Source: an optimization exercise on an open RTL-to-GDS flow (aim: small area, a short achievable clock period and few clock cycles). Production flows keep margins and buffers that such runs may drop. The RTL was checked by simulation tests, not by an equivalence proof against the original design. Power is estimated from default activity; no workload was simulated.

## v11
Design stele_codec, start of the top module:
module stele_codec (
    input  wire        clk,
    input  wire        rst,
    input  wire        cmd_valid,
    output wire        cmd_ready,
    input  wire        cmd_op,         
    input  wire [31:0] pal0,
    input  wire [31:0] pal1,
    input  wire [31:0] pal2,
    input  wire [1:0]  pal_n,
    input  wire [15:0] width,
    input  wire [15:0] height,
    input  wire [31:0] npix,
    input  wire        px_valid,
    output wire        px_ready,
    input  wire [31:0] px_data,
    output wire        bo_valid,
    input  wire        bo_ready,
    output wire [7:0]  bo_data,
    input  wire        bi_valid,
    output wire        bi_ready,
    input  wire        bi_eos,
    input  wire [7:0]  bi_data,
    output wire        po_valid,
    input  wire        po_ready,
    output wire [31:0] po_data,
    output wire        busy,
    output reg         done,
    output reg         err,
    output wire [3:0]  err_kind,
    output reg  [2:0]  err_detail
);
Size: about 1,400 cells after synthesis, ~210 flip-flops, about 270 I/O pins, about 14,000 um^2 of cells after synthesis.
export LEC_CHECK = 0
export CAP_MARGIN = 20
export CORE_MARGIN = 2
export CORE_UTILIZATION = 40
export CTS_CLUSTER_DIAMETER = 100
export CTS_CLUSTER_SIZE = 30
export SLEW_MARGIN = 20
create_clock -name core_clock -period 10.0 [get_ports {clk}]
standard.sh (not shown) runs the stock make flow with config.mk's settings and CLKGATE_MAP_FILE= SYNTH_SCRIPT=/design/flow/synth_recipe.tcl, a recipe that flattens the netlist after the stock synthesis.
==> flow/flow/run.sh <==
#!/bin/bash
set -euo pipefail
export BUFFER_PORTS_ARGS="-buffer_cell sky130_fd_sc_hd__buf_1"
export SETUP_SLACK_MARGIN=6.2
bash standard.sh finish > standard_flow.log 2>&1
v11 finished every step from synthesis to the final layout, and the layout passed the timing, design-rule and antenna checks.
Testbench counts of v11, summed over its fixed seeds: cycles 95,184.
### v11 -> v26
- a change of CORE_UTILIZATION from 40 to 55
diff --git a/flow/flow/run.sh b/flow/flow/run.sh
--- a/flow/flow/run.sh
+++ b/flow/flow/run.sh
@@ -4 +4 @@
-export SETUP_SLACK_MARGIN=6.2
+export SETUP_SLACK_MARGIN=6.0
Findings:
On total wirelength of the detailed-routed design, the higher figure sits with v11, not v26. From v11 to v26 the numbers moved as follows: relative contribution of combinational cells to total power moved down, count of antenna diodes in the layout saw a decrease. Global-route wire length before repair: v26 and v11 compared, lower one is v26. Going from v11 to v26, die area decreased by 9700 um^2 relative to the old numbers, post-route minimum period increased by 0.027 ns relative to the old numbers.
### v26 -> v4
- swapping 55 for 40 in CORE_UTILIZATION
diff --git a/flow/flow/run.sh b/flow/flow/run.sh
--- a/flow/flow/run.sh
+++ b/flow/flow/run.sh
@@ -4 +4 @@
-export SETUP_SLACK_MARGIN=6.0
+export SETUP_SLACK_MARGIN=5.9
### Flow results
Comparing v26 and v4, the lower global-route total usage across every layer is on v4. v4 vs. v26: share of the core filled with cells decreased 17 points, maximum frequency dropped about 3.2%, cell area higher, non-clock buffer count dropped 2, die outline area rose 37%. When v4 is set beside v26, its total placed cells including tap cells turns out to be 127 larger. Of v4 and v26, it is v4 that has the higher clock power share. Compared to v26, v4 has final RePlAce weighted congestion 2.8% lower. A start point of the critical path of s_ehdr is what v26 shows, while px_data[10] belongs to v4. v4 has completed all stages; timing, DRC and antenna checks passed. The post-cts sizing count number comes out lower for v26 vs v4.

Another version of the RTL of stele_codec (not shown whole).
For scale: roughly 1500 cells after synthesis, about 210 flip-flops, about 270 I/O pins, ~15000 um^2 of cells after synthesis.
## stele_codec
module stele_codec (
    input  wire        clk,
    input  wire        rst,
    input  wire        cmd_valid,
    output wire        cmd_ready,
    input  wire        cmd_op,         
    input  wire [31:0] pal0,
    input  wire [31:0] pal1,
    input  wire [31:0] pal2,
    input  wire [1:0]  pal_n,
    input  wire [15:0] width,
    input  wire [15:0] height,
    input  wire [31:0] npix,
    input  wire        px_valid,
    output wire        px_ready,
    input  wire [31:0] px_data,
    output wire        bo_valid,
    input  wire        bo_ready,
    output wire [7:0]  bo_data,
    input  wire        bi_valid,
    output wire        bi_ready,
    input  wire        bi_eos,
    input  wire [7:0]  bi_data,
    output wire        po_valid,
    input  wire        po_ready,
    output wire [31:0] po_data,
    output wire        busy,
    output reg         done,
    output reg         err,
    output wire [3:0]  err_kind,
    output reg  [2:0]  err_detail
);
export LEC_CHECK = 0
export CAP_MARGIN = 20
export CORE_MARGIN = 2
export CORE_UTILIZATION = 40
export CTS_CLUSTER_DIAMETER = 80
export CTS_CLUSTER_SIZE = 24
export SLEW_MARGIN = 20
create_clock -name core_clock -period 10.0 [get_ports {clk}]
==> flow/flow/run.sh <==
#!/bin/bash
set -euo pipefail
export BUFFER_PORTS_ARGS="-buffer_cell sky130_fd_sc_hd__buf_1"
export SETUP_SLACK_MARGIN=6.0
bash standard.sh finish > standard_flow.log 2>&1
The starting point finished with timing, DRC and antenna clean.
Testbench counts at the start, summed over its fixed seeds: cycles 95,120.
==> next run, changes <==
Settings changed: CTS_CLUSTER_DIAMETER 80 to not set, CTS_CLUSTER_SIZE 24 to not set.
Effect: Final cell count is higher by 0.89%; routed wire length barely changes; global-route usage grows by 0.21 points; clock-buffer cell count goes up by 17; area after synthesis does not change; power is higher by 7.3%; utilization grows by 1.1 points; worst setup slack gets better by 0.083 ns; register-to-register slack is worse by 0.06 ns.

port drivers added, routing unchanged:
The results above use ideal ports. As a check the final layouts listed here were re-extracted and re-timed, cells and wires unchanged.
Step 1 assumes that a clkbuf_16 drives the clock port and a buf_2 every other input.
Step 2 adds t to the input delays and takes it off the output delays; t is the mean of the earliest and latest rising clock arrival at the registers after step 1. Input paths then give back, and output paths get back, about the clock's delay inside the block.
Slacks: no drivers / after step 1 / after step 2; pairs: no drivers / after step 1.
| run | t, ns | slack for setup (ns) | worst setup path at the end | worst register clock-pin slew, ns |
|---|---|---|---|---|
| v11 | 0.544 | 6.118 / 6.064 / 5.729 | input to register | 0.12 / 0.12 |
| v26 | 0.546 | 6.091 / 6.041 / 5.587 | input to register | 0.12 / 0.12 |
| v4 | 0.558 | 5.961 / 5.907 / 5.431 | input to register | 0.12 / 0.12 |
| the first run of note 2 | 0.561 | 5.970 / 5.917 / 5.542 | input to register | 0.08 / 0.08 |
| the second run of note 2 | 0.605 | 6.053 / 6.027 / 5.553 | input to register | 0.06 / 0.06 |
After both steps setup and hold are still met in every run listed. For v4, which loses most, drivers alone change the setup slack by -0.054 ns; drivers and shift together by -0.530 ns.
